From an optimization exercise on the open Yosys and OpenROAD flow, aimed at small area, a short achievable clock period and few clock cycles; shortcuts taken in it are not production practice. In this exercise RTL edits were held to simulation tests only and were not proved equivalent to the original. Power is estimated from default activity; no workload was simulated.

`design.v`:
```
module scc_core (
    input  wire        clk,
    input  wire        rst,
    input  wire        cmd_valid,
    output wire        cmd_ready,
    input  wire [63:0] cmd_word,
    output wire        rsp_valid,
    input  wire        rsp_ready,
    output wire [63:0] rsp_word,
    output wire        prim_valid,
    output wire [3:0]  prim_kind,
    output wire [15:0] prim_addr,
    output wire [31:0] prim_arg,
    input  wire        prim_ack,
    input  wire        prim_fail,
    input  wire [7:0]  prim_rdata,
    output wire [1:0]  st_pst,
    output wire        st_strm,
    output wire        st_inited,
    output wire [2:0]  st_gpio_lvl,
    output wire [2:0]  st_gpio_dir,
    output wire        st_clk_en,
    output wire [31:0] st_clk_hz,
    output wire [3:0]  st_rail_en
);
    localparam [31:0] MCLK_HZ = 32'd24000000;
    localparam [3:0] P_BUSWRITE  = 4'd0;
    localparam [3:0] P_BUSREAD   = 4'd1;
    localparam [3:0] P_GPIODIR   = 4'd2;
    localparam [3:0] P_GPIOWRITE = 4'd3;
    localparam [3:0] P_CLKFREQ   = 4'd4;
    localparam [3:0] P_CLKEN     = 4'd5;
    localparam [3:0] P_RAILEN    = 4'd6;
    localparam [3:0] P_SLEEP     = 4'd7;
    localparam [3:0] P_SCOPEACQ  = 4'd8;
    localparam [3:0] P_SCOPEREL  = 4'd9;
    localparam [3:0] C_INIT = 4'd0, C_STBYON = 4'd1, C_STBYOFF = 4'd2, C_PON = 4'd3,
                     C_POFF = 4'd4, C_EXP = 4'd5, C_EXPG = 4'd6, C_GAIN = 4'd7,
                     C_SEL = 4'd8, C_STRM = 4'd12;
    reg        idle_q;      
    reg        run_q;       
    reg        rsp_q;       
    reg        abt_q;       
    reg [4:0]  upc;         
    reg [3:0]  cls;         
    reg [15:0] t;           
    reg [8:0]  gt;          
    reg        glo;         
    reg        ghi;         
    reg [7:0]  cr;          
    reg        gsel;        
    reg [3:0]  pk;          
    reg [15:0] pa;
    reg [31:0] pg;
    reg [7:0]  rs;          
    reg        rv;          
    reg        rshow_lo;    
    reg        rshow_hi;    
    reg        rpclk;       
    reg        gpend;       
    reg        inited;
    reg        strm;
    reg        soff;        
    reg [1:0]  pst;
    reg        mode_valid;
    reg [1:0]  mode_idx;
    reg [15:0] exp_r;
    reg [8:0]  gain_r;
    reg [2:0]  gpio_lvl;
    reg [2:0]  gpio_dir;
    reg        clk_en;
    reg        clk_hz_on;   
    reg [3:0]  rail_en;
    function automatic ge16(input [15:0] x, input [15:0] c);
        integer i;
        reg r;
        begin
            r = 1'b1;
            for (i = 0; i < 16; i = i + 1)
                r = c[i] ? (x[i] & r) : (x[i] | r);
            ge16 = r;
        end
    endfunction
    function automatic [15:0] mode_field16(input [1:0] i, input [3:0] k);
        begin
            mode_field16 = 16'd0;
            case (k)
                4'd0: case (i) 2'd0: mode_field16 = 16'd2592; 2'd1: mode_field16 = 16'd1920;
                               default: mode_field16 = 16'd1280; endcase
                4'd1: case (i) 2'd0: mode_field16 = 16'd1944; 2'd1: mode_field16 = 16'd1080;
                               2'd2: mode_field16 = 16'd960; default: mode_field16 = 16'd720; endcase
                4'd2: mode_field16 = (i == 2'd1) ? 16'd336 : 16'd0;
                4'd3: mode_field16 = (i == 2'd1) ? 16'd432 : 16'd0;
                4'd4: case (i) 2'd0: mode_field16 = 16'd4000; 2'd1: mode_field16 = 16'd3560;
                               default: mode_field16 = 16'd3000; endcase
                4'd5: case (i) 2'd0: mode_field16 = 16'd4037; 2'd1: mode_field16 = 16'd2607;
                               2'd2: mode_field16 = 16'd2000; default: mode_field16 = 16'd1500; endcase
                4'd6: mode_field16 = 16'hF180;     
                4'd7: mode_field16 = 16'd0;
                4'd8: mode_field16 = i[1] ? 16'd2 : 16'd1;
                4'd9: mode_field16 = 16'd1;
                4'd10: case (i) 2'd0: mode_field16 = 16'd4033; 2'd1: mode_field16 = 16'd2603;
                                2'd2: mode_field16 = 16'd1996; default: mode_field16 = 16'd1496; endcase
                4'd11: mode_field16 = 16'd16;
                4'd12: mode_field16 = 16'd159;
                4'd13: mode_field16 = {14'd0, i};
                default: mode_field16 = 16'd0;
            endcase
        end
    endfunction
    function automatic [7:0] gcode_rom(input [7:0] g);
        begin
            case (g)
                8'd17: gcode_rom = 8'd8;
                8'd18: gcode_rom = 8'd10;
                8'd19: gcode_rom = 8'd12;
                8'd20: gcode_rom = 8'd12;
                8'd21: gcode_rom = 8'd14;
                8'd22: gcode_rom = 8'd24;
                8'd23: gcode_rom = 8'd27;
                8'd24: gcode_rom = 8'd33;
                8'd25: gcode_rom = 8'd38;
                8'd26: gcode_rom = 8'd42;
                8'd27: gcode_rom = 8'd46;
                8'd28: gcode_rom = 8'd49;
                8'd29: gcode_rom = 8'd49;
                8'd30: gcode_rom = 8'd52;
                8'd31: gcode_rom = 8'd54;
                8'd32: gcode_rom = 8'd56;
                8'd33: gcode_rom = 8'd61;
                8'd34: gcode_rom = 8'd66;
                8'd35: gcode_rom = 8'd66;
                8'd36: gcode_rom = 8'd70;
                8'd37: gcode_rom = 8'd74;
                8'd38: gcode_rom = 8'd74;
                8'd39: gcode_rom = 8'd76;
                8'd40: gcode_rom = 8'd76;
                8'd41: gcode_rom = 8'd80;
                8'd42: gcode_rom = 8'd83;
                8'd43: gcode_rom = 8'd83;
                8'd44: gcode_rom = 8'd86;
                8'd45: gcode_rom = 8'd89;
                8'd46: gcode_rom = 8'd89;
                8'd47: gcode_rom = 8'd94;
                8'd48: gcode_rom = 8'd94;
                8'd49: gcode_rom = 8'd97;
                8'd50: gcode_rom = 8'd100;
                8'd51: gcode_rom = 8'd100;
                8'd52: gcode_rom = 8'd106;
                8'd53: gcode_rom = 8'd106;
                8'd54: gcode_rom = 8'd106;
                8'd55: gcode_rom = 8'd109;
                8'd56: gcode_rom = 8'd109;
                8'd57: gcode_rom = 8'd109;
                8'd58: gcode_rom = 8'd115;
                8'd59: gcode_rom = 8'd115;
                8'd60: gcode_rom = 8'd115;
                8'd61: gcode_rom = 8'd115;
                8'd62: gcode_rom = 8'd118;
                8'd63: gcode_rom = 8'd118;
                8'd64: gcode_rom = 8'd118;
                8'd65: gcode_rom = 8'd124;
                8'd66: gcode_rom = 8'd124;
                8'd67: gcode_rom = 8'd124;
                8'd68: gcode_rom = 8'd130;
                8'd69: gcode_rom = 8'd130;
                8'd70: gcode_rom = 8'd130;
                8'd71: gcode_rom = 8'd136;
                8'd72: gcode_rom = 8'd136;
                8'd73: gcode_rom = 8'd136;
                8'd74: gcode_rom = 8'd142;
                8'd75: gcode_rom = 8'd142;
                8'd76: gcode_rom = 8'd142;
                8'd77: gcode_rom = 8'd147;
                8'd78: gcode_rom = 8'd147;
                8'd79: gcode_rom = 8'd147;
                8'd80: gcode_rom = 8'd147;
                8'd81: gcode_rom = 8'd149;
                8'd82: gcode_rom = 8'd149;
                8'd83: gcode_rom = 8'd149;
                8'd84: gcode_rom = 8'd154;
                8'd85: gcode_rom = 8'd154;
                8'd86: gcode_rom = 8'd154;
                8'd87: gcode_rom = 8'd154;
                8'd88: gcode_rom = 8'd160;
                8'd89: gcode_rom = 8'd160;
                8'd90: gcode_rom = 8'd160;
                8'd91: gcode_rom = 8'd160;
                8'd92: gcode_rom = 8'd160;
                8'd93: gcode_rom = 8'd162;
                8'd94: gcode_rom = 8'd162;
                8'd95: gcode_rom = 8'd162;
                8'd96: gcode_rom = 8'd162;
                8'd97: gcode_rom = 8'd162;
                8'd98: gcode_rom = 8'd168;
                8'd99: gcode_rom = 8'd168;
                8'd100: gcode_rom = 8'd168;
                8'd101: gcode_rom = 8'd168;
                8'd102: gcode_rom = 8'd168;
                8'd103: gcode_rom = 8'd172;
                8'd104: gcode_rom = 8'd172;
                8'd105: gcode_rom = 8'd172;
                8'd106: gcode_rom = 8'd172;
                8'd107: gcode_rom = 8'd178;
                8'd108: gcode_rom = 8'd178;
                8'd109: gcode_rom = 8'd178;
                8'd110: gcode_rom = 8'd178;
                8'd111: gcode_rom = 8'd178;
                8'd112: gcode_rom = 8'd180;
                8'd113: gcode_rom = 8'd180;
                8'd114: gcode_rom = 8'd180;
                8'd115: gcode_rom = 8'd180;
                8'd116: gcode_rom = 8'd180;
                8'd117: gcode_rom = 8'd180;
                8'd118: gcode_rom = 8'd184;
                8'd119: gcode_rom = 8'd184;
                8'd120: gcode_rom = 8'd184;
                8'd121: gcode_rom = 8'd184;
                8'd122: gcode_rom = 8'd188;
                8'd123: gcode_rom = 8'd188;
                8'd124: gcode_rom = 8'd188;
                8'd125: gcode_rom = 8'd188;
                8'd126: gcode_rom = 8'd188;
                8'd127: gcode_rom = 8'd193;
                8'd128: gcode_rom = 8'd193;
                8'd129: gcode_rom = 8'd193;
                8'd130: gcode_rom = 8'd193;
                8'd131: gcode_rom = 8'd193;
                8'd132: gcode_rom = 8'd195;
                8'd133: gcode_rom = 8'd195;
                8'd134: gcode_rom = 8'd195;
                8'd135: gcode_rom = 8'd195;
                8'd136: gcode_rom = 8'd195;
                8'd137: gcode_rom = 8'd199;
                8'd138: gcode_rom = 8'd199;
                8'd139: gcode_rom = 8'd199;
                8'd140: gcode_rom = 8'd199;
                8'd141: gcode_rom = 8'd228;
                8'd142: gcode_rom = 8'd228;
                8'd143: gcode_rom = 8'd228;
                8'd144: gcode_rom = 8'd228;
                8'd145: gcode_rom = 8'd228;
                8'd146: gcode_rom = 8'd228;
                8'd147: gcode_rom = 8'd228;
                8'd148: gcode_rom = 8'd228;
                8'd149: gcode_rom = 8'd228;
                8'd150: gcode_rom = 8'd228;
                8'd151: gcode_rom = 8'd229;
                8'd152: gcode_rom = 8'd229;
                8'd153: gcode_rom = 8'd229;
                8'd154: gcode_rom = 8'd229;
                8'd155: gcode_rom = 8'd229;
                8'd156: gcode_rom = 8'd229;
                8'd157: gcode_rom = 8'd229;
                8'd158: gcode_rom = 8'd229;
                8'd159: gcode_rom = 8'd229;
                8'd160: gcode_rom = 8'd229;
                8'd161: gcode_rom = 8'd234;
                8'd162: gcode_rom = 8'd234;
                8'd163: gcode_rom = 8'd234;
                8'd164: gcode_rom = 8'd234;
                8'd165: gcode_rom = 8'd234;
                8'd166: gcode_rom = 8'd234;
                8'd167: gcode_rom = 8'd234;
                8'd168: gcode_rom = 8'd234;
                8'd169: gcode_rom = 8'd234;
                default: gcode_rom = 8'h01;    
            endcase
        end
    endfunction
    function automatic [51:0] prim_at(input [3:0] c, input [4:0] k, input [1:0] pm,
                                      input [15:0] s, input [15:0] f);
        reg [3:0]  pk_;
        reg [15:0] pa_;
        reg [31:0] pg_;
        begin
            pk_ = P_SCOPEREL;
            pa_ = 16'd0;
            pg_ = 32'd0;
            case (c)
                C_INIT: begin
                    pk_ = P_BUSREAD;
                    pa_ = k[0] ? 16'h2001 : 16'h2000;
                end
                C_STBYON: case (k[1:0])
                    2'd0: pk_ = P_SCOPEACQ;
                    2'd1: begin pk_ = P_GPIOWRITE; pa_ = 16'd1; end
                    2'd2: pk_ = P_CLKEN;
                    default: pk_ = P_SCOPEREL;
                endcase
                C_STBYOFF: case (k[2:0])
                    3'd0: pk_ = P_SCOPEACQ;
                    3'd1: begin pk_ = P_CLKFREQ; pg_ = MCLK_HZ; end
                    3'd2: begin pk_ = P_CLKEN;   pg_ = 32'd1; end
                    3'd3: begin pk_ = P_SLEEP;   pg_ = 32'd20000; end
                    3'd4: pk_ = P_SCOPEREL;
                    default: begin pk_ = P_GPIOWRITE; pa_ = 16'd1; pg_ = 32'd1; end
                endcase
                C_PON: case (k)
                    5'd0:  pk_ = P_SCOPEACQ;
                    5'd1:  begin pk_ = P_GPIODIR;   pa_ = 16'd0; pg_ = 32'd1; end
                    5'd2:  begin pk_ = P_GPIODIR;   pa_ = 16'd1; pg_ = 32'd1; end
                    5'd3:  begin pk_ = P_GPIOWRITE; pa_ = 16'd0; end
                    5'd4:  begin pk_ = P_GPIOWRITE; pa_ = 16'd1; end
                    5'd5:  begin pk_ = P_SLEEP;     pg_ = 32'd1000; end
                    5'd6:  begin pk_ = P_CLKFREQ;   pg_ = MCLK_HZ; end
                    5'd7:  begin pk_ = P_CLKEN;     pg_ = 32'd1; end
                    5'd8:  begin pk_ = P_SLEEP;     pg_ = 32'd10000; end
                    5'd9:  begin pk_ = P_GPIOWRITE; pa_ = 16'd2; pg_ = 32'd1; end
                    5'd10: begin pk_ = P_RAILEN;    pa_ = 16'd0; pg_ = 32'd1; end
                    5'd11: begin pk_ = P_RAILEN;    pa_ = 16'd1; pg_ = 32'd1; end
                    5'd12: begin pk_ = P_RAILEN;    pa_ = 16'd2; pg_ = 32'd1; end
                    5'd13: begin pk_ = P_RAILEN;    pa_ = 16'd3; pg_ = 32'd1; end
                    5'd14: begin pk_ = P_SLEEP;     pg_ = 32'd10000; end
                    5'd15: begin pk_ = P_GPIOWRITE; pa_ = 16'd0; pg_ = 32'd1; end
                    5'd16: begin pk_ = P_GPIOWRITE; pa_ = 16'd1; pg_ = 32'd1; end
                    5'd17: begin pk_ = P_SLEEP;     pg_ = 32'd30000; end
                    default: pk_ = P_SCOPEREL;
                endcase
                C_POFF: case (k[3:0])
                    4'd0:  pk_ = P_SCOPEACQ;
                    4'd1:  pk_ = P_CLKEN;
                    4'd2:  begin pk_ = P_GPIOWRITE; pa_ = 16'd2; end
                    4'd3:  begin pk_ = P_RAILEN;    pa_ = 16'd3; end
                    4'd4:  begin pk_ = P_RAILEN;    pa_ = 16'd2; end
                    4'd5:  begin pk_ = P_RAILEN;    pa_ = 16'd1; end
                    4'd6:  begin pk_ = P_RAILEN;    pa_ = 16'd0; end
                    4'd7:  begin pk_ = P_SLEEP;     pg_ = 32'd10000; end
                    4'd8:  begin pk_ = P_GPIOWRITE; pa_ = 16'd0; end
                    4'd9:  begin pk_ = P_GPIOWRITE; pa_ = 16'd1; end
                    4'd10: begin pk_ = P_GPIODIR;   pa_ = 16'd0; end
                    4'd11: begin pk_ = P_GPIODIR;   pa_ = 16'd1; end
                    default: pk_ = P_SCOPEREL;
                endcase
                C_SEL, C_SEL + 4'd1, C_SEL + 4'd2, C_SEL + 4'd3,
                C_STRM, C_STRM + 4'd1, C_STRM + 4'd2, C_STRM + 4'd3: begin
                    pk_ = P_BUSWRITE;
                    case (k[1:0])
                        2'd0: begin pa_ = 16'h3000; pg_ = 32'h01; end
                        2'd1: begin pa_ = 16'h3100; pg_ = 32'h02; end
                        2'd2: begin
                            pa_ = 16'h3200;
                            case (pm)
                                2'd0: pg_ = 32'h0F;
                                2'd1: pg_ = 32'h07;
                                default: pg_ = 32'h03;
                            endcase
                        end
                        default: begin
                            if (pm[0]) begin pa_ = 16'h3201; pg_ = 32'h80; end
                            else       begin pa_ = 16'h3300; pg_ = 32'h55; end
                        end
                    endcase
                end
                default: begin   
                    pk_ = P_BUSWRITE;
                    if (c == C_GAIN || k[2]) begin
                        pa_ = 16'h1004;    
                    end else begin
                        case (k[1:0])
                            2'd0: begin pa_ = 16'h1000; pg_ = {24'd0, s[7:0]}; end
                            2'd1: begin pa_ = 16'h1001; pg_ = {24'd0, s[15:8]}; end
                            2'd2: begin pa_ = 16'h1002; pg_ = {24'd0, f[7:0]}; end
                            default: begin pa_ = 16'h1003; pg_ = {24'd0, f[15:8]}; end
                        endcase
                    end
                end
            endcase
            prim_at = {pk_, pa_, pg_};
        end
    endfunction
    wire [7:0]  op = cmd_word[63:56];
    wire [27:0] ca = cmd_word[55:28];
    wire [27:0] cb = cmd_word[27:0];
    wire [2:0]  tg = cb[2:0];
    wire op01 = (op == 8'h01), op02 = (op == 8'h02), op03 = (op == 8'h03), op04 = (op == 8'h04);
    wire op05 = (op == 8'h05), op06 = (op == 8'h06), op07 = (op == 8'h07), op08 = (op == 8'h08);
    wire op09 = (op == 8'h09), op0a = (op == 8'h0A);
    wire a_zero  = (ca == 28'd0);
    wire b_zero  = (cb == 28'd0);
    wire b_hi0_1 = (cb[27:1] == 27'd0);
    wire b_hi0_3 = (cb[27:3] == 25'd0);
    wire b_hi0_4 = (cb[27:4] == 24'd0);
    wire b_hi0_8 = (cb[27:8] == 20'd0);
    wire b_hi0_9 = (cb[27:9] == 19'd0);
    wire legal = ((op01 | op08 | op09) & a_zero & b_zero)
               | (op02 & a_zero & b_hi0_3 & (~tg[2] | (tg[1:0] == 2'd0)))
               | op03 | op07
               | (op04 & a_zero & b_hi0_1)
               | (op05 & b_zero)
               | (op06 & a_zero)
               | (op0a & a_zero & b_hi0_4 & ~(cb[3] & cb[2] & cb[1]));
    wire gated = op03 | op04 | op05 | op06 | op07;
    wire ok    = legal & (inited | ~gated);    
    wire pwr_legal = (tg == 3'd1) ? (pst == 2'd2) :
                     (tg == 3'd2) ? (pst == 2'd1) :
                     (tg == 3'd3) ? (pst == 2'd0) :
                     (tg == 3'd4) ? (pst != 2'd0) : 1'b0;
    wire a_2592 = (ca == 28'd2592);
    wire a_1920 = (ca == 28'd1920);
    wire a_1280 = (ca == 28'd1280);
    wire m0 = a_2592 & (cb == 28'd1944);
    wire m1 = a_1920 & (cb == 28'd1080);
    wire m2 = a_1280 & (cb == 28'd960);
    wire m3 = a_1280 & (cb == 28'd720);
    wire look_ok = m0 | m1 | m2 | m3;
    wire [1:0] look_idx = {m2 | m3, m1 | m3};
    wire [15:0] shutter = ca[19:4] | {16{~(ca[27:20] == 8'd0)}};
    wire b_gt159 = ~b_hi0_8 | ge16({8'd0, cb[7:0]}, 16'd160);
    wire b_le169 = b_hi0_8 & ~ge16({8'd0, cb[7:0]}, 16'd170);
    wire [7:0] code_in = (op07 & b_gt159) ? 8'd229 : gcode_rom(cb[7:0]);
    wire str_on_run = cb[0] & ~strm & (pst == 2'd2) & mode_valid;
    wire go_run = ok & (op01 | (op02 & pwr_legal) | (op03 & look_ok) | (op04 & str_on_run)
                        | ((op05 | op07) & mode_valid) | (op06 & b_le169));
    reg [7:0] st_in;     
    always @(*) begin
        st_in = 8'h00;
        if (!legal) st_in = 8'hF0;
        else if (gated && !inited) st_in = 8'hE0;
        else if (op02 && !pwr_legal) st_in = 8'h21;
        else if (op03 && !look_ok) st_in = 8'h30;
        else if (op04 && cb[0] && !strm && pst != 2'd2) st_in = 8'h42;
        else if (op04 && cb[0] && !strm && !mode_valid) st_in = 8'h41;
        else if ((op05 || op07) && !mode_valid) st_in = 8'h51;
    end
    reg [3:0]  pk_in;
    reg [15:0] pa_in;
    reg [31:0] pg_in;
    reg [3:0]  cls_in;
    always @(*) begin
        pk_in  = P_BUSWRITE;
        pa_in  = 16'd0;
        pg_in  = 32'd0;
        cls_in = C_INIT;
        if (op01) begin
            pk_in = P_BUSREAD; pa_in = 16'h2000;
        end else if (op02) begin
            pk_in = P_SCOPEACQ; cls_in = {1'b0, tg};
        end else if (op03) begin
            pa_in = 16'h3000; pg_in = 32'h01; cls_in = {2'b10, look_idx};
        end else if (op04) begin
            pa_in = 16'h3000; pg_in = 32'h01; cls_in = {2'b11, mode_idx};
        end else if (op06) begin
            pa_in = 16'h1004; cls_in = C_GAIN;    
        end else begin
            pa_in = 16'h1000; pg_in = {24'd0, shutter[7:0]}; cls_in = op05 ? C_EXP : C_EXPG;
        end
    end
    wire        is_prog = cls[3];
    wire [1:0]  pm = cls[1:0];
    reg s_ge;    
    reg [15:0] vts_cur;
    always @(*) begin
        case (mode_idx)
            2'd0: begin s_ge = ge16(t, 16'd4034); vts_cur = 16'd4037; end
            2'd1: begin s_ge = ge16(t, 16'd2604); vts_cur = 16'd2607; end
            2'd2: begin s_ge = ge16(t, 16'd1997); vts_cur = 16'd2000; end
            default: begin s_ge = ge16(t, 16'd1497); vts_cur = 16'd1500; end
        endcase
    end
    reg [13:0] s_inc;    
    integer j;
    reg carry;
    always @(*) begin
        carry = 1'b1;
        for (j = 0; j < 14; j = j + 1) begin
            s_inc[j] = t[j + 2] ^ carry;
            carry    = carry & t[j + 2];
        end
    end
    wire [15:0] frame = s_ge ? {s_inc, t[1:0]} : vts_cur;
    wire [8:0] g_cl = glo ? 9'd16 : ghi ? ((cls == C_EXPG) ? 9'd159 : 9'd511) : gt;
    wire [4:0] upc_n = {upc[4] ^ (&upc[3:0]), upc[3] ^ (&upc[2:0]), upc[2] ^ (&upc[1:0]),
                        upc[1] ^ upc[0], ~upc[0]};
    wire [51:0] nxt = prim_at(cls, upc_n, pm, t, frame);
    wire nxt_gsel = (cls == C_EXPG) && (upc[1:0] == 2'd3);
    reg last;
    always @(*) begin
        if (is_prog)
            last = pm[1] ? (pm[0] ? (upc[1:0] == 2'd1) : (upc[1:0] == 2'd2)) : (upc[1:0] == 2'd3);
        else case (cls)
            C_INIT:    last = upc[0];
            C_STBYON:  last = (upc[1:0] == 2'd3);
            C_STBYOFF: last = (upc[2:0] == 3'd5);
            C_PON:     last = (upc == 5'd18);
            C_POFF:    last = (upc[3:0] == 4'd12);
            C_EXP:     last = (upc[1:0] == 2'd3);
            C_EXPG:    last = upc[2];
            default:   last = 1'b1;    
        endcase
    end
    wire fallible = (pk != P_SLEEP) && (pk != P_SCOPEACQ) && (pk != P_SCOPEREL);
    wire is_pwr   = (cls == C_STBYON) || (cls == C_STBYOFF) || (cls == C_PON) || (cls == C_POFF);
    wire scope_held = is_pwr && !(cls == C_STBYOFF && upc[2:0] == 3'd5);
    reg [7:0] st_fail;
    always @(*) begin
        if (is_prog) st_fail = cls[2] ? 8'h40 : 8'h31;
        else case (cls)
            C_INIT:  st_fail = 8'h11;
            C_EXP, C_EXPG, C_GAIN: st_fail = 8'h50;
            default: st_fail = 8'h20;
        endcase
    end
    wire id_ok = (prim_rdata == (upc[0] ? 8'h5A : 8'hA5));
    wire fail  = fallible & prim_fail;
    always @(posedge clk) begin
        if (idle_q) begin
            cls      <= cls_in;
            upc      <= 5'd0;
            pk       <= pk_in;
            pa       <= pa_in;
            pg       <= pg_in;
            gt       <= cb[8:0];
            glo      <= b_hi0_4;
            ghi      <= op07 ? b_gt159 : ~b_hi0_9;
            cr       <= code_in;
            gsel     <= op06;
            rs       <= st_in;
            rv       <= legal & op0a & mode_valid;
            rshow_lo <= legal & (op08 | op09 | (op0a & mode_valid));
            rshow_hi <= legal & (op08 | op09 | (op0a & mode_valid));
            rpclk    <= legal & op0a & mode_valid & (cb[3:0] == 4'd6);
            gpend    <= ok & op06 & ~b_le169;
            t        <= op08 ? exp_r :
                        op09 ? {7'd0, gain_r} :
                        op0a ? mode_field16(mode_idx, cb[3:0]) : shutter;
        end else if (run_q) begin
            if (cls == C_INIT) t[7:0] <= prim_rdata;
            if (prim_ack) begin
                if (abt_q) ;
                else if (fail) begin
                    rs <= st_fail;
                    if (scope_held) begin
                        pk <= P_SCOPEREL;
                        pa <= 16'd0;
                        pg <= 32'd1;
                    end
                end else if (cls == C_INIT && !id_ok) begin
                    rs       <= 8'h10;
                    rshow_lo <= 1'b1;
                end else if (last) begin
                    upc <= 5'd0;
                end else begin
                    upc  <= upc_n;
                    gsel <= nxt_gsel;
                    {pk, pa, pg} <= nxt;
                end
            end
        end
        if (rst) begin
            idle_q     <= 1'b1;
            run_q      <= 1'b0;
            rsp_q      <= 1'b0;
            abt_q      <= 1'b0;
            soff       <= 1'b0;
            inited     <= 1'b0;
            strm       <= 1'b0;
            pst        <= 2'd0;
            mode_valid <= 1'b0;
            mode_idx   <= 2'd0;
            exp_r      <= 16'd0;
            gain_r     <= 9'd0;
            gpio_lvl   <= 3'd0;
            gpio_dir   <= 3'd0;
            clk_en     <= 1'b0;
            clk_hz_on  <= 1'b0;
            rail_en    <= 4'd0;
        end else if (idle_q) begin
            soff <= cmd_valid & ok & op04 & ~cb[0];
            if (cmd_valid) begin
                idle_q <= 1'b0;
                run_q  <= go_run;
                rsp_q  <= ~go_run;
            end
        end else if (run_q) begin
            if (prim_ack) begin
                if (abt_q) begin
                    abt_q <= 1'b0;
                    run_q <= 1'b0;
                    rsp_q <= 1'b1;
                end else if (fail) begin
                    if (cls == C_INIT) inited <= 1'b0;
                    if (is_pwr) begin
                        pst  <= 2'd3;
                        strm <= 1'b0;
                    end
                    if (scope_held) abt_q <= 1'b1;
                    else begin
                        run_q <= 1'b0;
                        rsp_q <= 1'b1;
                    end
                end else begin
                    case (pk)
                        P_GPIODIR:   gpio_dir[pa[1:0]] <= pg[0];
                        P_GPIOWRITE: gpio_lvl[pa[1:0]] <= pg[0];
                        P_CLKFREQ:   clk_hz_on <= 1'b1;
                        P_CLKEN:     clk_en <= pg[0];
                        P_RAILEN:    rail_en[pa[1:0]] <= pg[0];
                        default: ;
                    endcase
                    if ((cls == C_EXP || cls == C_EXPG) && upc == 5'd3)
                        exp_r <= t;
                    if (cls == C_INIT && !id_ok) begin
                        inited <= 1'b0;
                        run_q  <= 1'b0;
                        rsp_q  <= 1'b1;
                    end else if (last) begin
                        run_q <= 1'b0;
                        rsp_q <= 1'b1;
                        if (is_prog) begin
                            mode_idx   <= pm;
                            mode_valid <= 1'b1;
                            if (cls[2]) strm <= 1'b1;
                        end else case (cls)
                            C_INIT: begin
                                mode_valid <= 1'b0;
                                mode_idx   <= 2'd0;
                                exp_r      <= 16'd0;
                                gain_r     <= 9'd0;
                                strm       <= 1'b0;
                                inited     <= 1'b1;
                            end
                            C_STBYON: begin pst <= 2'd1; strm <= 1'b0; end
                            C_STBYOFF, C_PON: pst <= 2'd2;
                            C_POFF: begin pst <= 2'd0; strm <= 1'b0; end
                            C_EXPG, C_GAIN: gain_r <= g_cl;
                            default: ;
                        endcase
                    end
                end
            end
        end else if (rsp_q) begin
            soff <= 1'b0;
            if (soff) strm <= 1'b0;
            if (gpend) gain_r <= g_cl;
            if (rsp_ready) begin
                rsp_q  <= 1'b0;
                idle_q <= 1'b1;
            end
        end
    end
    assign cmd_ready   = idle_q;
    assign rsp_valid   = rsp_q;
    assign rsp_word    = {rs, rv, 7'd0, 11'd0, upc,
                          3'd0, rpclk, 4'd0, rpclk, 2'd0, rpclk, 3'd0, rpclk,
                          t[15:8] & {8{rshow_hi}}, t[7:0] & {8{rshow_lo}}};
    assign prim_valid  = run_q;
    assign prim_kind   = pk;
    assign prim_addr   = pa;
    assign prim_arg    = {pg[31:8], pg[7:0] | (cr & {8{gsel}})};
    assign st_pst      = pst;
    assign st_strm     = strm & ~soff;
    assign st_inited   = inited;
    assign st_gpio_lvl = gpio_lvl;
    assign st_gpio_dir = gpio_dir;
    assign st_clk_en   = clk_en;
    assign st_clk_hz   = clk_hz_on ? MCLK_HZ : 32'd0;
    assign st_rail_en  = rail_en;
endmodule
```
`flow/run.sh`:
```
#!/bin/bash
set -euo pipefail
export SETUP_SLACK_MARGIN=6
export BUFFER_PORTS_ARGS="-buffer_cell sky130_fd_sc_hd__buf_1"
echo 'export DONT_USE_CELLS += sky130_fd_sc_hd__ha_1 sky130_fd_sc_hd__ha_2 sky130_fd_sc_hd__ha_4 sky130_fd_sc_hd__fa_1 sky130_fd_sc_hd__fa_2 sky130_fd_sc_hd__fa_4' >> config.mk
bash standard.sh > flow_make.log 2>&1
```
`standard.sh`:
```
#!/bin/bash
# synth_recipe.tcl (not shown) runs the flow's synth.tcl, then flattens the netlist and writes it again
# the make line also repeats each setting of config.mk as NAME=value (left out here)
make -C /OpenROAD-flow-scripts/flow DESIGN_CONFIG=/design/flow/config.mk WORK_HOME=/design/flow/orfs CLKGATE_MAP_FILE= SYNTH_SCRIPT=/design/flow/synth_recipe.tcl "${@:-finish}"
```
`config.mk`:
```
export PLATFORM = sky130hd
export DESIGN_NAME = scc_core
export DESIGN_NICKNAME = scc_core
export VERILOG_FILES = /design/flow/design.v
export SDC_FILE = /design/flow/constraint.sdc
export NUM_CORES = 4
export LEC_CHECK = 0
export CAP_MARGIN = 20
export CORE_MARGIN = 2
export CORE_UTILIZATION = 70
export SLEW_MARGIN = 20
export DONT_USE_CELLS += sky130_fd_sc_hd__ha_1 sky130_fd_sc_hd__ha_2 sky130_fd_sc_hd__ha_4 sky130_fd_sc_hd__fa_1 sky130_fd_sc_hd__fa_2 sky130_fd_sc_hd__fa_4
```
`constraint.sdc`:
```
create_clock -name core_clock -period 10.0 [get_ports {clk}]
set_input_delay 2.0000 -clock core_clock [delete_from_list [all_inputs] [get_ports {clk}]]
set_output_delay 2.0000 -clock core_clock [all_outputs]
set_load 0.01 [all_outputs]
```
==> results of run 1 <==
[logic make-up (layout without fill, tap and decap cells)]
group                    count (synthesis)  after routing  synth area share
flip-flops                             132            132             0.312
buffers and inverters                  240            260             0.119
AO/OA/AOI/OAI                          436            437             0.264
XOR/XNOR                                19             19            0.0152
adder cells (fa/ha/maj)                  2              2           0.00183
other                                    1             75          0.000342
AND/OR/NAND/NOR                        551            551             0.259
multiplexers                            30             30            0.0275
[layout make-up]
class                   count  share of cell area
multi-input cells        1113               0.558
flip-flops and latches    132               0.284
repair buffers            204              0.0780
clock buffers              25              0.0438
well taps                 211              0.0219
inverters                  24             0.00840
clock inverters             7             0.00550
diodes                      1            0.000207
[layout by cell type, fill, tap and decap left out, types with 38 or more instances in the layout]
cell type,count
edfxtp_1,78
conb_1,74
nand2_1,116
nor3_1,38
buf_1,165
nand2b_1,38
dfxtp_1,53
a21oi_1,90
nor2_1,152
o21ai_0,120
[through the flow]
step / hold slack, ns / power (mW) / instance area (um2) / utilization / setup slack [ns]
global placement: 0.451 / 0.900 / 11100 / 0.730 / 4.99
detailed placement: 0.460 / 0.906 / 11100 / 0.731 / 5.03
floorplan: 0.437 / 0.838 / 11300 / - / 5.94
CTS: 0.468 / 1.53 / 11900 / 0.778 / 5.90
global route: 0.497 / 1.59 / 12100 / 0.791 / 5.92
finish: 0.475 / 1.56 / 12100 / 0.791 / 5.89
[critical path: stages]
cell and delay (ns):
buf_1 0.11, or4_1 0.64, nor2_1 0.33, nand2_1 0.17, nor2_1 0.45, and2_1 0.29
a211o_1 0.16, a21oi_1 0.10
[registers in the layout, summed over array words and instances (netlist names), 2 cells and up]
register / count
cls: 4
cr: 8
exp_r: 16
gain_r: 9
gpio_dir: 3
gpio_lvl: 3
gt: 9
mode_idx: 2
pa: 7
pg: 16
pk: 4
pst: 2
rail_en: 4
rs: 6
t: 16
upc: 5
[per-layer routing]
metal  track usage  up-vias
met1         0.584     5590
met2         0.750     1351
met5             0        -
li1              -     5199
met4         0.332        4
met3         0.196      371
[repair_timing]
item / in CTS / in global routing
resized for setup: 16 / 32
buffers inserted: 4 / 7
endpoints found under the hold margin: 0 / 0
pin swaps: 3 / 9
setup endpoints to repair: 65 / 78
gates cloned: 1 / 0
[worst paths after layout]
path                start     endpoint  slack, ns  depth (start not counted)
max reg2reg        cls[0]    gain_r[4]       6.16                          8
min           gpio_lvl[0]  gpio_lvl[0]       0.48                          2
max          cmd_word[61]        rs[4]       5.89                          8
min reg2reg   gpio_lvl[0]  gpio_lvl[0]       0.48                          2
[power groups by stage]
| stage | Sequential [mW] | Combinational (mW) | Clock [mW] |
|---|---|---|---|
| global placement | 0.644 | 0.256 | 0 |
| finish | 0.638 | 0.291 | 0.631 |
| global route | 0.639 | 0.305 | 0.647 |
| CTS | 0.635 | 0.268 | 0.622 |
| floorplan | 0.635 | 0.203 | 0 |
| detailed placement | 0.646 | 0.261 | 0 |
==> qor.csv, run 1 <==
metric;value;unit
Multi-input gate area;0.00674;mm2
DRT iter0 DRCs;2224;
Nets;1570;
period utilization;0.411;
row count;45;
Clk network pwr share;0.404;
maximum ir drop on the vdd rail;0.000123;V
Yosys reg bits;132;
met2 WL;18.2;mm
CTS sink count;132;
combinational power share;0.187;
Port Buf Inserts;169;
NetSw;0.475;mW
Final Skew;0.0157;ns
initial antenna violation count;2;
CORE AREA;0.0153;mm2
fmax;243;MHz
crit path capture type;flop;
Net Sw Frac;0.304;
synthesized area per cell;7.77;um2
DRT Pass-1 Iters;9;
Remaining DRCs;0;
H-tree levels;4;
Die X;129;um
Layout fillers;1063;
Worst-path clk slew;0.05;ns
Starting Density;0.718;
Mapped Cells;1411;
clk buf depth;2;
Hold-fix buffers, CTS;0;
Post-Route M1 WL;13.8;mm
first-pass GRT wire length;62.7;mm
DIE HEIGHT;129;um
WP data arrival;4.26;ns
Slew HR;0.288;
layout cell share with drive strength beyond 1;0.0870;
Area Overhead vs Synth;10.1;%
sequential standard cell area;0.00342;mm2
CTS tree;done;
max_cap viols;0;
Post-synth ARST share;0;
Synth warnings;1;
WL/cell;24.7;um
crit path kind;in2reg;
most frequent cells after synthesis;nor2_1, o21ai_0, nand2_1, buf_4, clkbuf_1;
GRT Util Overall;0.496;
Post-synth EDFFs;78;
via count;12500;
synth top area cells;edfxtp_1, dfxtp_1, buf_4, o21ai_0, nor2_1;
Detailed Place HPWL;29.0;mm
Die ar.;0.0167;mm2
Top Metal Used;met5;
num ports;244;
final setup vio count;0;
internal cell power;1.09;mW
vias per inst;7.29;
Post-Route Setup TNS;0;ns
Hold Path Class;reg2reg;
CTS Buf Count;17;
WL met3;6.53;mm
Yosys cell types;89;
vias in the first global route;10900;
status;no timing/DRC/antenna violations;
ys flop type;edfxtp_1;
sequential power share;0.409;
count of pins over their slew limit;0;
actual slew at the worst max-slew pin;1.07;ns
Clk Latency, worst-skew pair;0.44;ns
fin cells;1717;
Root Driver;clkbuf_16;
RSZ-0062 raised after global routing;yes;
CP startpoint kind;primary input;
most common cell in the synthesized netlist;nor2_1;
final count of hold timing violations;0;
Req. time, crit path;10.15;ns
Pwr per Cell Area;129;mW/mm2
register area share after synthesis;0.312;
Placer Congestion;1.08;
GRT Residual Overflow;0;
Pleak;4.06;nW
antenna-violating nets left;0;
top cell type by total area after synthesis;edfxtp_1;
drt total wl;42.4;mm
top cell type's share of synthesized area;0.214;
Mapped Area;0.0110;mm2
Tmin final;4.11;ns
cell count after placement;1672;
Max FO, Critical Path;5;
largest net degree at the start of global routing;57;
Testbench counts, summed over its fixed seeds: cycles 21,737.
==> inputs of run 2 (changes only) <==
--- a/config.mk
+++ b/config.mk
@@ -9,3 +9,4 @@
 export CORE_MARGIN = 2
-export CORE_UTILIZATION = 70
+export CORE_UTILIZATION = 55
+export CTS_BUF_LIST = sky130_fd_sc_hd__clkbuf_4 sky130_fd_sc_hd__clkbuf_8
 export SLEW_MARGIN = 20
==> qor.csv, run 2 <==
metric;value;unit;change
Root Driver;clkbuf_8;;was clkbuf_16
Yosys reg bits;132;;unchanged
worst hold slack;0.457;ns;was 0.475 ns
post-route cell area;0.0119;mm2;was 0.0121 mm2
Mapped Area;0.0110;mm2;unchanged
WP data arrival;4.31;ns;was 4.26 ns
Pwr per Cell Area;118;mW/mm2;was 129 mW/mm2
DIE HEIGHT;145;um;was 129 um
critical path depth;10;;was 8
Layout fillers;1910;;was 1063
commonest cells after routing, fill and taps aside;buf_1, nor2_1, o21ai_0;;unchanged
antenna-violating nets left;0;;unchanged
hold depth;2;;unchanged
combinational power share;0.193;;was 0.187
Multi-input gate area;0.00668;mm2;was 0.00674 mm2
most common cell in the synthesized netlist;nor2_1;;unchanged
first-pass GRT wire length;59.1;mm;was 62.7 mm
placed inst area;0.0112;mm2;was 0.0111 mm2
Post-synth ARST share;0;;unchanged
CTS sink count;132;;unchanged
commonest non-fill, non-tap cell in the layout;buf_1;;unchanged
Clk Latency, worst-skew pair;0.48;ns;was 0.44 ns
pre-CTS WS;5.02;ns;was 5.03 ns
max_cap viols;0;;unchanged
CP Cell Sequence;clkbuf_2 > buf_4 > nor4b_1 > nand4_1 > nor2b_1 > a32oi_1 > o211ai_1 > buf_4 > nand3_1 > a221o_1;;was buf_1 > or4_1 > nor2_1 > nand2_1 > nor2_1 > and2_1 > a211o_1 > a21oi_1
Mapped Cells;1411;;unchanged
Clk network pwr share;0.353;;was 0.404
Yosys cell types;89;;unchanged
Nets;1567;;was 1570
vias in the first global route;9939;;was 10900
DRT iter0 DRCs;1229;;was 2224
Final Skew;0.0335;ns;was 0.0157 ns
Buf+Inv Stages, Crit Path;3;;was 1
r2r endpoint;pg[5];;was gain_r[4]
largest net degree at the start of global routing;73;;was 57
Reg2Reg Depth;7;;was 8
crit path from;cmd_word[0];;was cmd_word[61]
critical path's most frequent cell;buf_4;;was nor2_1
CP max stage delay;0.46;ns;was 0.64 ns
Die ar.;0.0211;mm2;was 0.0167 mm2
Worst-path clk slew;0.09;ns;was 0.05 ns
synthesized area per cell;7.77;um2;unchanged
Largest regs;exp_r (16), pg (16), t (16);;unchanged
final count of hold timing violations;0;;unchanged
status;no timing/DRC/antenna violations;;unchanged
DRT Pass-1 Iters;9;;unchanged
Max FO, Critical Path;49;;was 5
Area Overhead vs Synth;8.30;%;was 10.1%
vias per inst;6.47;;was 7.29
Hold Path Class;reg2reg;;unchanged
# diodes;0;;was 1
beginning of the worst register-to-register path;idle_q;;was cls[0]
Slowest cell on crit path;buf_4;;was or4_1
R2R setup slack;6.32;ns;was 6.16 ns
layout cell share with drive strength beyond 1;0.0839;;was 0.0870
final core utilization;0.608;;was 0.791
clk buf depth;2;;unchanged
NetSw;0.474;mW;was 0.475 mW
CORE AREA;0.0195;mm2;was 0.0153 mm2
crit path to;rsp_q;;was rs[4]
final worst slack;6.05;ns;was 5.89 ns
top cell type by total area after synthesis;edfxtp_1;;unchanged
Pleak;3.95;nW;was 4.06 nW
WL/cell;22.2;um;was 24.7 um
GRT Util Overall;0.357;;was 0.496
row count;51;;was 45
Starting Density;0.561;;was 0.718
Hold-fix buffers, CTS;0;;unchanged
internal cell power;0.924;mW;was 1.09 mW
Die X;145;um;was 129 um
most frequent cells after synthesis;nor2_1, o21ai_0, nand2_1, buf_4, clkbuf_1;;unchanged
CTS Buf Count;17;;unchanged
ys flop type;edfxtp_1;;unchanged
Remaining DRCs;0;;unchanged
top cell type's share of synthesized area;0.214;;unchanged
Placer Congestion;1.05;;was 1.08
Post-Route Setup TNS;0;ns;unchanged
GRT Residual Overflow;0;;unchanged
initial antenna violation count;1;;was 2
cell count after placement;1722;;was 1672
Post-synth EDFFs;78;;unchanged
Tmin final;3.95;ns;was 4.11 ns
Pwr Total;1.40;mW;was 1.56 mW
Req. time, crit path;10.36;ns;was 10.15 ns
family with the most delay on the worst path;simple AND/OR/NAND/NOR gates;;unchanged
H-tree levels;4;;unchanged
synth top area cells;edfxtp_1, dfxtp_1, buf_4, o21ai_0, nor2_1;;unchanged
actual slew at the worst max-slew pin;1.10;ns;was 1.07 ns
num ports;244;;unchanged
final setup vio count;0;;unchanged
Net Sw Frac;0.339;;was 0.304
drt total wl;39.2;mm;was 42.4 mm
maximum ir drop on the vdd rail;0.0000855;V;was 0.000123 V
fin cells;1767;;was 1717
sequential power share;0.454;;was 0.409
crit path capture type;flop;;unchanged
crit path kind;in2reg;;unchanged
CP startpoint kind;primary input;;unchanged
RSZ-0062 raised after global routing;yes;;unchanged
Port Buf Inserts;169;;unchanged
via count;11400;;was 12500
CTS tree;done;;unchanged
register area share after synthesis;0.312;;unchanged
fmax;253;MHz;was 243 MHz
Slew HR;0.265;;was 0.288
Detailed Place HPWL;28.6;mm;was 29.0 mm
Synth warnings;1;;unchanged
sequential standard cell area;0.00342;mm2;unchanged
period utilization;0.395;;was 0.411
count of pins over their slew limit;0;;unchanged
## run 2: cell counts after synthesis
Identical to the previous run, type by type.
## run 2: kinds of logic after synthesis
| group | Yosys count | synth area share |
|---|---|---|
| buffers and inverters | 240 | 0.119 |
| XOR/XNOR | 19 | 0.0152 |
| AND/OR/NAND/NOR | 551 | 0.259 |
| other | 1 | 0.000342 |
| adder cells (fa/ha/maj) | 2 | 0.00183 |
| AO/OA/AOI/OAI | 436 | 0.264 |
| multiplexers | 30 | 0.0275 |
| flip-flops | 132 | 0.312 |
## run 2: worst min path at each step
stage	startpoint	endpoint	slack, ns
final	gpio_lvl[0]	gpio_lvl[0]	0.46
after global routing	gpio_lvl[0]	gpio_lvl[0]	0.48
after CTS	gpio_lvl[0]	gpio_lvl[0]	0.46
after detailed placement	gpio_lvl[0]	gpio_lvl[0]	0.45
after global placement	gpio_lvl[0]	gpio_lvl[0]	0.44
after floorplan	gain_r[6]	gain_r[6]	0.44
## run 2: worst reg2reg max path: cells and delay by family (launching register included)
family	cells	cell delay (ns)
DFF	1	0.32
and+or+nand+nor	2	0.88
buffers and inverters	2	1.83
AOI/OAI and AO/OA	3	0.37
## run 2: area by class of cell
cell class | instances | area share
Sequential cell | 132 | 0.289
Timing Repair Buffer | 201 | 0.0766
Clock buffer | 17 | 0.0197
Tap cell | 265 | 0.0279
Clock inverter | 15 | 0.0155
Inverter | 24 | 0.00854
Multi-Input combinational cell | 1113 | 0.563
## run 2: repair_timing
item	CTS	global route
gates resized for setup	16	23
setup buffers	5	7
pin swaps	4	3
cloned	1	0
setup endpoints to repair	63	46
## run 2: per-layer routing
metal | part of all wire | GRT usage | vias up
li1 | - | - | 5222
met1 | 0.39 | 0.462 | 5285
met2 | 0.46 | 0.577 | 775
met3 | 0.098 | 0.0648 | 143
met4 | 0.056 | 0.174 | 0
met5 | 0 | 0 | -
## run 2: power by group through the flow
stage	Clock, mW	Combinational, mW	Sequential, mW
6_report	0.493	0.270	0.635
5_1_grt	0.517	0.290	0.638
4_1_cts	0.495	0.260	0.634
3_5_place_dp	0	0.255	0.646
3_3_place_gp	0	0.255	0.646
2_1_floorplan	0	0.203	0.635
==> inputs of run 3 (changes only) <==
--- a/config.mk
+++ b/config.mk
@@ -9,3 +9,3 @@
 export CORE_MARGIN = 2
-export CORE_UTILIZATION = 55
+export CORE_UTILIZATION = 45
 export CTS_BUF_LIST = sky130_fd_sc_hd__clkbuf_4 sky130_fd_sc_hd__clkbuf_8
==> qor.csv, run 3 <==
metric;value;unit;change
WP data arrival;4.21;ns;was 4.31 ns
mux cell area share after synthesis;0.0275;;unchanged
vias in the first global route;10200;;was 9939
GRT Util Overall;0.309;;was 0.357
top cell type's share of synthesized area;0.214;;unchanged
Post-Route Setup TNS;0;ns;unchanged
Starting Density;0.455;;was 0.561
CTS tree;done;;unchanged
main combinational cell family by area after synthesis;compound AO/OA/AOI/OAI gates;;unchanged
compound-cell area share of the yosys netlist;0.264;;unchanged
CTS sink count;132;;unchanged
DRT iter0 DRCs;1441;;was 1229
GRT busiest layer;met2;;unchanged
Worst-path clk slew;0.09;ns;about the same
crit path capture type;flop;;unchanged
Nets;1570;;was 1567
Tmin final;4.05;ns;was 3.95 ns
synthesized area per cell;7.77;um2;unchanged
met3 Usage GRT;0.0551;;was 0.0648
Worst Hold Path EP;gpio_lvl[0];;unchanged
Pleak;3.95;nW;about the same
clk buf depth;2;;unchanged
period utilization;0.405;;was 0.395
final setup vio count;0;;unchanged
Detailed Place HPWL;30.0;mm;was 28.6 mm
CP startpoint kind;primary input;;unchanged
Req. time, crit path;10.16;ns;was 10.36 ns
initial antenna violation count;0;;was 1
Post-synth ARST share;0;;unchanged
Die ar.;0.0256;mm2;was 0.0211 mm2
Clk Latency, worst-skew pair;0.46;ns;was 0.48 ns
antenna-violating nets left;0;;unchanged
ys flop type;edfxtp_1;;unchanged
vias per inst;6.22;;was 6.47
Final Skew;0.0180;ns;was 0.0335 ns
WL/cell;22.2;um;about the same
via count;11400;;about the same
Port Buf Inserts;169;;unchanged
max_cap viols;0;;unchanged
Yosys cell types;89;;unchanged
Slew HR;0.332;;was 0.265
commonest cells after routing, fill and taps aside;buf_1, nor2_1, o21ai_0;;unchanged
# diodes;0;;unchanged
top cell type by total area after synthesis;edfxtp_1;;unchanged
Pwr per Cell Area;115;mW/mm2;was 118 mW/mm2
row count;57;;was 51
Synth warnings;1;;unchanged
Hold-fix buffers, CTS;0;;unchanged
layout cell share with drive strength beyond 1;0.0797;;was 0.0839
final count of hold timing violations;0;;unchanged
register area share after synthesis;0.312;;unchanged
DRT Pass-1 Iters;8;;was 9
worst hold start;gpio_lvl[0];;unchanged
Reg2Reg Depth;9;;was 7
hold depth;2;;unchanged
largest net degree at the start of global routing;57;;was 73
beginning of the worst register-to-register path;cls[0];;was idle_q
Area Overhead vs Synth;8.40;%;was 8.30%
commonest non-fill, non-tap cell in the layout;buf_1;;unchanged
Max FO, Critical Path;5;;was 49
maximum ir drop on the vdd rail;0.0000578;V;was 0.0000855 V
Root Driver;clkbuf_8;;unchanged
DIE HEIGHT;160;um;was 145 um
Mapped Area;0.0110;mm2;unchanged
GR Util met1;0.401;;was 0.462
met2 track demand over resource;0.513;;was 0.577
synth top area cells;edfxtp_1, dfxtp_1, buf_4, o21ai_0, nor2_1;;unchanged
simple-gate share of the synthesized area;0.259;;unchanged
fmax;247;MHz;was 253 MHz
actual slew at the worst max-slew pin;1.00;ns;was 1.10 ns
R2R setup slack;6.48;ns;was 6.32 ns
first-pass GRT wire length;61.6;mm;was 59.1 mm
Die X;160;um;was 145 um
CORE AREA;0.0241;mm2;was 0.0195 mm2
Largest regs;exp_r (16), pg (16), t (16);;unchanged
RSZ-0062 raised after global routing;yes;;unchanged
GRT Residual Overflow;0;;unchanged
status;no timing/DRC/antenna violations;;unchanged
Mapped Cells;1411;;unchanged
final core utilization;0.493;;was 0.608
CTS Buf Count;17;;unchanged
Hold Path Class;reg2reg;;unchanged
drt total wl;40.6;mm;was 39.2 mm
crit path kind;in2reg;;unchanged
Post-synth EDFFs;78;;unchanged
Post-Synth Adder-Cell Area;0.00183;;unchanged
Yosys reg bits;132;;unchanged
H-tree levels;4;;unchanged
r2r endpoint;gain_r[4];;was pg[5]
most frequent cells after synthesis;nor2_1, o21ai_0, nand2_1, buf_4, clkbuf_1;;unchanged
Placer Congestion;1.03;;was 1.05
most common cell in the synthesized netlist;nor2_1;;unchanged
num ports;244;;unchanged
count of pins over their slew limit;0;;unchanged
Remaining DRCs;0;;unchanged
Synth Area in XOR/XNOR;0.0152;;unchanged
[run 3: changes by cell type in the layout (fill, tap and decap cells not counted), sizes merged]
cell / change
buf: +3
bufinv: -2
clkbuf: +2
clkinv: +2
clkinvlp: -2
clkdlybuf4s15: -1
inv: +1
[run 3: how the worst max path moves through the flow]
stage,start,end,slack (ns)
floorplan,prim_rdata[2],pa[0],5.94
global placement,cmd_word[0],rs[1],4.79
detailed placement,cmd_word[0],rs[1],4.84
CTS,prim_rdata[2],pg[1],6.01
global route,cmd_word[2],rshow_lo,5.90
finish,cmd_word[61],pa[12],5.95
[run 3: kinds of logic (layout without fill, tap and decap cells)]
family	Yosys count	after routing
xor gates and xnor gates	19	19
buffers and inverters	240	260
DFF	132	132
other	1	74
adders and majority gates	2	2
muxes	30	30
AOI/OAI and AO/OA	436	437
and+or+nand+nor	551	551
[run 3: what timing repair did]
action	CTS	global route
setup buffers	10	1
endpoints found under the setup margin	26	52
gates cloned	0	1
resized for setup	13	14
pin swaps	5	4
[run 3: cell type report]
class | count | area (um2)
multi-input cells | 1113 | 6650
repair buffers | 204 | 925
clock inverters | 14 | 134
inverters | 24 | 95.1
fillers | 2525 | 12200
clock buffers | 18 | 248
well taps | 324 | 405
flip-flops and latches | 132 | 3420
[run 3: layer usage]
layer  part of all wire  up-vias
li1                   -     5216
met1               0.40     5407
met2               0.48      645
met3              0.082      104
met4              0.039        0
met5                  0        -
[run 3: per-stage QoR]
step	hold slack, ns	worst slack [ns]	instances	cell area [um2]	total power [mW]
2_1_floorplan	0.437	5.94	1484	11300	0.838
3_3_place_gp	0.445	4.79	1785	11300	0.906
3_5_place_dp	0.457	4.84	1785	11300	0.906
4_1_cts	0.472	6.01	1827	11800	1.36
5_1_grt	0.506	5.90	1829	11900	1.42
6_report	0.468	5.95	1829	11900	1.36
[run 3: power breakdown]
group / internal [mW] / leakage, nW / total [mW] / switching [mW]
Clock: 0.192 / 0.200 / 0.457 / 0.265
Combinational: 0.0837 / 2.56 / 0.270 / 0.186
Sequential: 0.607 / 1.19 / 0.636 / 0.0295
[run 3: critical path, stage by stage]
cell and delay (ns):
buf_1 0.11, or4_1 0.67, nor2_2 0.26, nand2_1 0.12, o21ai_0 0.79, o22ai_1 0.26
==> inputs of run 4 (changes only) <==
--- a/config.mk
+++ b/config.mk
@@ -9,4 +9,5 @@
 export CORE_MARGIN = 2
-export CORE_UTILIZATION = 45
+export CORE_UTILIZATION = 55
 export CTS_BUF_LIST = sky130_fd_sc_hd__clkbuf_4 sky130_fd_sc_hd__clkbuf_8
+export PLACE_DENSITY = 0.7
 export SLEW_MARGIN = 20
==> qor.csv, run 4 <==
metric;value;unit;change
status;no timing/DRC/antenna violations;;unchanged
commonest non-fill, non-tap cell in the layout;buf_1;;unchanged
via count;11500;;was 11400
Yosys cell types;89;;unchanged
Pwr Total;1.40;mW;was 1.36 mW
Hold Path Class;reg2reg;;unchanged
initial antenna violation count;2;;was 0
count of pins over their slew limit;0;;unchanged
ys flop type;edfxtp_1;;unchanged
CORE AREA;0.0195;mm2;was 0.0241 mm2
Layout fillers;1832;;was 2525
Pwr per Cell Area;118;mW/mm2;was 115 mW/mm2
fmax;250;MHz;was 247 MHz
vias in the first global route;10100;;was 10200
vias per inst;6.53;;was 6.22
first-pass GRT wire length;61.4;mm;was 61.6 mm
Remaining DRCs;0;;unchanged
WP data arrival;4.37;ns;was 4.21 ns
DRT iter0 DRCs;1486;;was 1441
Multi-input gate area;0.00664;mm2;was 0.00665 mm2
CP Cell Sequence;clkbuf_2 > buf_4 > nor4_4 > nand4b_1 > nor4b_2 > o32ai_1 > nor3_2 > buf_4 > nand3_1 > a221o_1;;was buf_1 > or4_1 > nor2_2 > nand2_1 > o21ai_0 > o22ai_1
Port Buf Inserts;169;;unchanged
synth top area cells;edfxtp_1, dfxtp_1, buf_4, o21ai_0, nor2_1;;unchanged
top cell type by total area after synthesis;edfxtp_1;;unchanged
Max FO, Critical Path;49;;was 5
final count of hold timing violations;0;;unchanged
Slew HR;0.320;;was 0.332
Yosys reg bits;132;;unchanged
Mapped Area;0.0110;mm2;unchanged
Largest regs;exp_r (16), pg (16), t (16);;unchanged
Clk Latency, worst-skew pair;0.48;ns;was 0.46 ns
crit path capture type;flop;;unchanged
max_cap viols;0;;unchanged
GRT Residual Overflow;0;;unchanged
largest net degree at the start of global routing;57;;unchanged
family with the most delay on the worst path;simple AND/OR/NAND/NOR gates;;unchanged
register area share after synthesis;0.312;;unchanged
WL/cell;22.9;um;was 22.2 um
Post-synth ARST share;0;;unchanged
critical path's most frequent cell;buf_4;;
layout cell share with drive strength beyond 1;0.0799;;was 0.0797
Worst-path clk slew;0.10;ns;was 0.09 ns
row count;51;;was 57
Die X;145;um;was 160 um
R2R setup slack;6.44;ns;was 6.48 ns
CP startpoint kind;primary input;;unchanged
final core utilization;0.604;;was 0.493
drt total wl;40.4;mm;was 40.6 mm
CTS Buf Count;17;;unchanged
GRT Util Overall;0.371;;was 0.309
Area Overhead vs Synth;7.65;%;was 8.40%
Reg2Reg Depth;9;;unchanged
DIE HEIGHT;145;um;was 160 um
Hold-fix buffers, CTS;0;;unchanged
commonest cells after routing, fill and taps aside;buf_1, nor2_1, o21ai_0;;unchanged
crit path kind;in2reg;;unchanged
Pleak;3.92;nW;was 3.95 nW
H-tree levels;4;;unchanged
Placer Congestion;1.16;;was 1.03
Slowest cell on crit path;nor4b_2;;was o21ai_0
RSZ-0062 raised after global routing;yes;;unchanged
Starting Density;0.561;;was 0.455
Root Driver;clkbuf_8;;unchanged
critical path depth;10;;was 6
Post-synth EDFFs;78;;unchanged
# diodes;0;;unchanged
Die ar.;0.0211;mm2;was 0.0256 mm2
Nets;1566;;was 1570
clk buf depth;2;;unchanged
period utilization;0.401;;was 0.405
num ports;244;;unchanged
Final Skew;0.0182;ns;was 0.0180 ns
CP max stage delay;0.38;ns;was 0.79 ns
Detailed Place HPWL;29.3;mm;was 30.0 mm
Synth warnings;1;;unchanged
CTS tree;done;;unchanged
Req. time, crit path;10.36;ns;was 10.16 ns
Tmin final;4.01;ns;was 4.05 ns
most common cell in the synthesized netlist;nor2_1;;unchanged
actual slew at the worst max-slew pin;1.01;ns;was 1.00 ns
final setup vio count;0;;unchanged
Mapped Cells;1411;;unchanged
maximum ir drop on the vdd rail;0.0000788;V;was 0.0000578 V
Post-Route Setup TNS;0;ns;unchanged
Buf+Inv Stages, Crit Path;3;;was 1
antenna-violating nets left;0;;unchanged
sequential standard cell area;0.00342;mm2;unchanged
top cell type's share of synthesized area;0.214;;unchanged
CTS sink count;132;;unchanged
synthesized area per cell;7.77;um2;unchanged
most frequent cells after synthesis;nor2_1, o21ai_0, nand2_1, buf_4, clkbuf_1;;unchanged
DRT Pass-1 Iters;6;;was 8
hold depth;2;;unchanged
-- run 4: report_power, final --
| part | switching [mW] | leakage, nW | internal [mW] |
|---|---|---|---|
| Sequential | 0.0316 | 1.19 | 0.607 |
| Combinational | 0.189 | 2.51 | 0.0841 |
| Clock | 0.271 | 0.212 | 0.213 |
| Total | 0.491 | 3.92 | 0.904 |
-- run 4: final cells by class --
| cell class | instances | area share |
|---|---|---|
| Multi-Input combinational cell | 1113 | 0.563 |
| Sequential cell | 132 | 0.290 |
| Timing Repair Buffer | 200 | 0.0755 |
| Tap cell | 265 | 0.0281 |
| Clock buffer | 17 | 0.0198 |
| Clock inverter | 15 | 0.0148 |
| Inverter | 24 | 0.00859 |
-- run 4: cell families (layout without fill, tap and decap cells) --
logic type | Yosys count | after routing | synth area share
AO/OA/AOI/OAI | 436 | 437 | 0.264
AND/OR/NAND/NOR | 551 | 551 | 0.259
adder cells (fa/ha/maj) | 2 | 2 | 0.00183
multiplexers | 30 | 30 | 0.0275
XOR/XNOR | 19 | 19 | 0.0152
other | 1 | 74 | 0.000342
flip-flops | 132 | 132 | 0.312
buffers and inverters | 240 | 256 | 0.119
-- run 4: worst paths after layout --
kind | endpoint | from
setup / recovery | rsp_q | cmd_word[0]
hold / removal | gpio_lvl[0] | gpio_lvl[0]
setup reg to reg | gain_r[5] | cls[0]
hold reg to reg | gpio_lvl[0] | gpio_lvl[0]
-- run 4: stage by stage --
| step | instances | setup slack [ns] | area [um2] | hold WS, ns |
|---|---|---|---|---|
| after floorplan | 1484 | 5.94 | 11300 | 0.437 |
| after global placement | 1726 | 5.17 | 11200 | 0.445 |
| after detailed placement | 1726 | 5.12 | 11200 | 0.460 |
| after CTS | 1764 | 5.97 | 11700 | 0.474 |
| after global routing | 1766 | 5.93 | 11800 | 0.501 |
| final | 1766 | 5.99 | 11800 | 0.468 |
-- run 4: tightest hold or removal path, stage by stage, from the launching register on --
cell and delay [ns]:
dfxtp_1 0.32, nand2_1 0.05, a21oi_1 0.05
-- run 4: metal layers --
layer / vias up / part of all wire / track usage
met5: - / 0.00067 / 0
met4: 4 / 0.054 / 0.174
met3: 151 / 0.10 / 0.0651
met2: 834 / 0.45 / 0.578
met1: 5333 / 0.40 / 0.503
li1: 5207 / - / -
-- run 4: what timing repair did --
| item | in CTS | in global routing |
|---|---|---|
| pin swaps | 3 | 2 |
| cloned | 1 | 0 |
| buffers inserted | 5 | 2 |
| resized for setup | 8 | 15 |
| endpoints found under the setup margin | 28 | 39 |
==> inputs of run 5 (changes only) <==
--- a/config.mk
+++ b/config.mk
@@ -9,5 +9,4 @@
 export CORE_MARGIN = 2
-export CORE_UTILIZATION = 55
+export CORE_UTILIZATION = 50
 export CTS_BUF_LIST = sky130_fd_sc_hd__clkbuf_4 sky130_fd_sc_hd__clkbuf_8
-export PLACE_DENSITY = 0.7
 export SLEW_MARGIN = 20
==> qor.csv, run 5 <==
metric;value;unit;change
WP data arrival;4.32;ns;was 4.37 ns
Port Buf Inserts;169;;unchanged
most frequent cells after synthesis;nor2_1, o21ai_0, nand2_1, buf_4, clkbuf_1;;unchanged
Clk Latency, worst-skew pair;0.49;ns;was 0.48 ns
CORE AREA;0.0217;mm2;was 0.0195 mm2
Yosys reg bits;132;;unchanged
clk buf depth;2;;unchanged
Req. time, crit path;10.27;ns;was 10.36 ns
GRT Util Overall;0.344;;was 0.371
layout cell share with drive strength beyond 1;0.0805;;was 0.0799
register area share after synthesis;0.312;;unchanged
Placer Congestion;1.04;;was 1.16
Post-synth EDFFs;78;;unchanged
crit path capture type;flop;;unchanged
Synth warnings;1;;unchanged
first-pass GRT wire length;62.4;mm;was 61.4 mm
top cell type by total area after synthesis;edfxtp_1;;unchanged
Die ar.;0.0231;mm2;was 0.0211 mm2
Mapped Cells;1411;;unchanged
CTS Buf Count;17;;unchanged
initial antenna violation count;1;;was 2
Yosys cell types;89;;unchanged
Die X;152;um;was 145 um
H-tree levels;4;;unchanged
period utilization;0.405;;was 0.401
drt total wl;40.9;mm;was 40.4 mm
WL/cell;22.9;um;about the same
Detailed Place HPWL;29.4;mm;was 29.3 mm
RSZ-0062 raised after global routing;yes;;unchanged
vias in the first global route;10200;;was 10100
synth top area cells;edfxtp_1, dfxtp_1, buf_4, o21ai_0, nor2_1;;unchanged
Area Overhead vs Synth;7.98;%;was 7.65%
actual slew at the worst max-slew pin;1.01;ns;about the same
commonest non-fill, non-tap cell in the layout;buf_1;;unchanged
# diodes;0;;unchanged
CTS sink count;132;;unchanged
final worst slack;5.95;ns;was 5.99 ns
Slew HR;0.322;;was 0.320
maximum ir drop on the vdd rail;0.0000818;V;was 0.0000788 V
CTS tree;done;;unchanged
row count;54;;was 51
Hold Path Class;reg2reg;;unchanged
Mapped Area;0.0110;mm2;unchanged
largest net degree at the start of global routing;57;;unchanged
final core utilization;0.546;;was 0.604
Largest regs;exp_r (16), pg (16), t (16);;unchanged
post-route cell area;0.0118;mm2;about the same
final setup vio count;0;;unchanged
synthesized area per cell;7.77;um2;unchanged
Starting Density;0.505;;was 0.561
Pwr per Cell Area;116;mW/mm2;was 118 mW/mm2
CP startpoint kind;primary input;;unchanged
Root Driver;clkbuf_8;;unchanged
DRT Pass-1 Iters;12;;was 6
Worst-path clk slew;0.10;ns;about the same
Final Skew;0.0249;ns;was 0.0182 ns
commonest cells after routing, fill and taps aside;buf_1, nor2_1, o21ai_0;;unchanged
crit path kind;in2reg;;unchanged
Pwr Total;1.37;mW;was 1.40 mW
status;no timing/DRC/antenna violations;;unchanged
Tmin final;4.05;ns;was 4.01 ns
pre-CTS WS;4.99;ns;was 5.12 ns
Post-Route Setup TNS;0;ns;unchanged
GRT Residual Overflow;0;;unchanged
final count of hold timing violations;0;;unchanged
DIE HEIGHT;152;um;was 145 um
most common cell in the synthesized netlist;nor2_1;;unchanged
Pleak;3.93;nW;was 3.92 nW
DRT iter0 DRCs;1285;;was 1486
max_cap viols;0;;unchanged
antenna-violating nets left;0;;unchanged
count of pins over their slew limit;0;;unchanged
via count;11500;;about the same
vias per inst;6.43;;was 6.53
top cell type's share of synthesized area;0.214;;unchanged
num ports;244;;unchanged
ys flop type;edfxtp_1;;unchanged
Nets;1568;;was 1566
fmax;247;MHz;was 250 MHz
Post-synth ARST share;0;;unchanged
Max FO, Critical Path;14;;was 49
placed inst area;0.0112;mm2;about the same
Remaining DRCs;0;;unchanged
run 5: cell counts after synthesis:
No cell type changed its count.
run 5: cell type report:
type | instances | area, um2
inverter | 24 | 97.6
tap | 280 | 350
sequential | 132 | 3420
clock inverter | 14 | 135
timing repair buffer | 202 | 911
clock buffer | 18 | 248
multi-input combinational | 1113 | 6670
fill | 2173 | 9850
run 5: cell families (layout without fill, tap and decap cells):
group                      count (synthesis)  after routing  share of synthesized area
buffers and inverters                    240            258                      0.119
adders and majority gates                  2              2                    0.00183
AOI/OAI and AO/OA                        436            437                      0.264
DFF                                      132            132                      0.312
and+or+nand+nor                          551            551                      0.259
muxes                                     30             30                     0.0275
xor gates and xnor gates                  19             19                     0.0152
other                                      1             74                   0.000342
run 5: critical path, stage by stage:
cell        delay, ns
buf_1            0.52
clkinvlp_4       0.41
nor2_2           0.32
nand2_1          0.23
a21oi_1          0.31
nor2_2           0.16
nor4b_2          0.36
run 5: power by group:
part           leakage (nW)  internal [mW]  total [mW]  switching [mW]
combinational          2.53         0.0835       0.273           0.189
clock                 0.200          0.191       0.462           0.272
sequential             1.19          0.607       0.638          0.0313
run 5: what timing repair did:
action	CTS	global route
endpoints found under the setup margin	34	44
setup buffers	6	3
pin swaps	4	2
gates resized for setup	12	16
cloned	1	0
hold buffers	0	0
run 5: routing by layer:
layer	share of wire	wire, um	GRT usage	vias to the layer above
li1	-	-	-	5196
met1	0.40	16400	0.476	5407
met2	0.45	18400	0.521	756
met3	0.099	4030	0.0588	113
met4	0.051	2090	0.170	0
met5	0	0	0	-
run 5: stage by stage:
step | cells | hold slack (ns)
floorplan | 1484 | 0.437
global placement | 1741 | 0.441
detailed placement | 1741 | 0.455
CTS | 1780 | 0.469
global route | 1783 | 0.511
finish | 1783 | 0.470
run 5: path summary, 6_finish.rpt:
kind                     start          end  slack (ns)  depth (start not counted)
setup / recovery  cmd_word[58]        rs[1]        5.95                          7
hold / removal     gpio_lvl[0]  gpio_lvl[0]        0.47                          2
setup reg to reg        cls[0]    gain_r[4]        6.50                          9
hold reg to reg    gpio_lvl[0]  gpio_lvl[0]        0.47                          2

re-timing with driven ports:
No port has a modelled driver above. Below, the same layouts with a new extraction and two added sets of constraints.
Step 1: set_driving_cell puts a clkbuf_16 on clk and a buf_2 on each other input, an assumption about the parent block.
Step 2 times the ports against the registers' clock, not the clock port: input delays grow and output delays shrink by t, the midpoint of the rising clock arrivals with the driver on.
Three values: ideal, step 1, step 2; two values: the first two.
run	t (ns)	setup slack, ns	worst setup path after step 2
run 1	0.474	5.887 / 5.913 / 5.439	input to register
run 2	0.510	6.051 / 6.073 / 5.563	input to register
run 3	0.506	5.947 / 5.974 / 5.468	input to register
run 4	0.516	5.993 / 6.015 / 5.500	input to register
run 5	0.519	5.951 / 5.952 / 5.433	input to register
After both steps setup and hold are still met in every run listed. The setup slack of run 5, which loses most, moves by +0.001 ns with the drivers and by -0.518 ns with both steps.
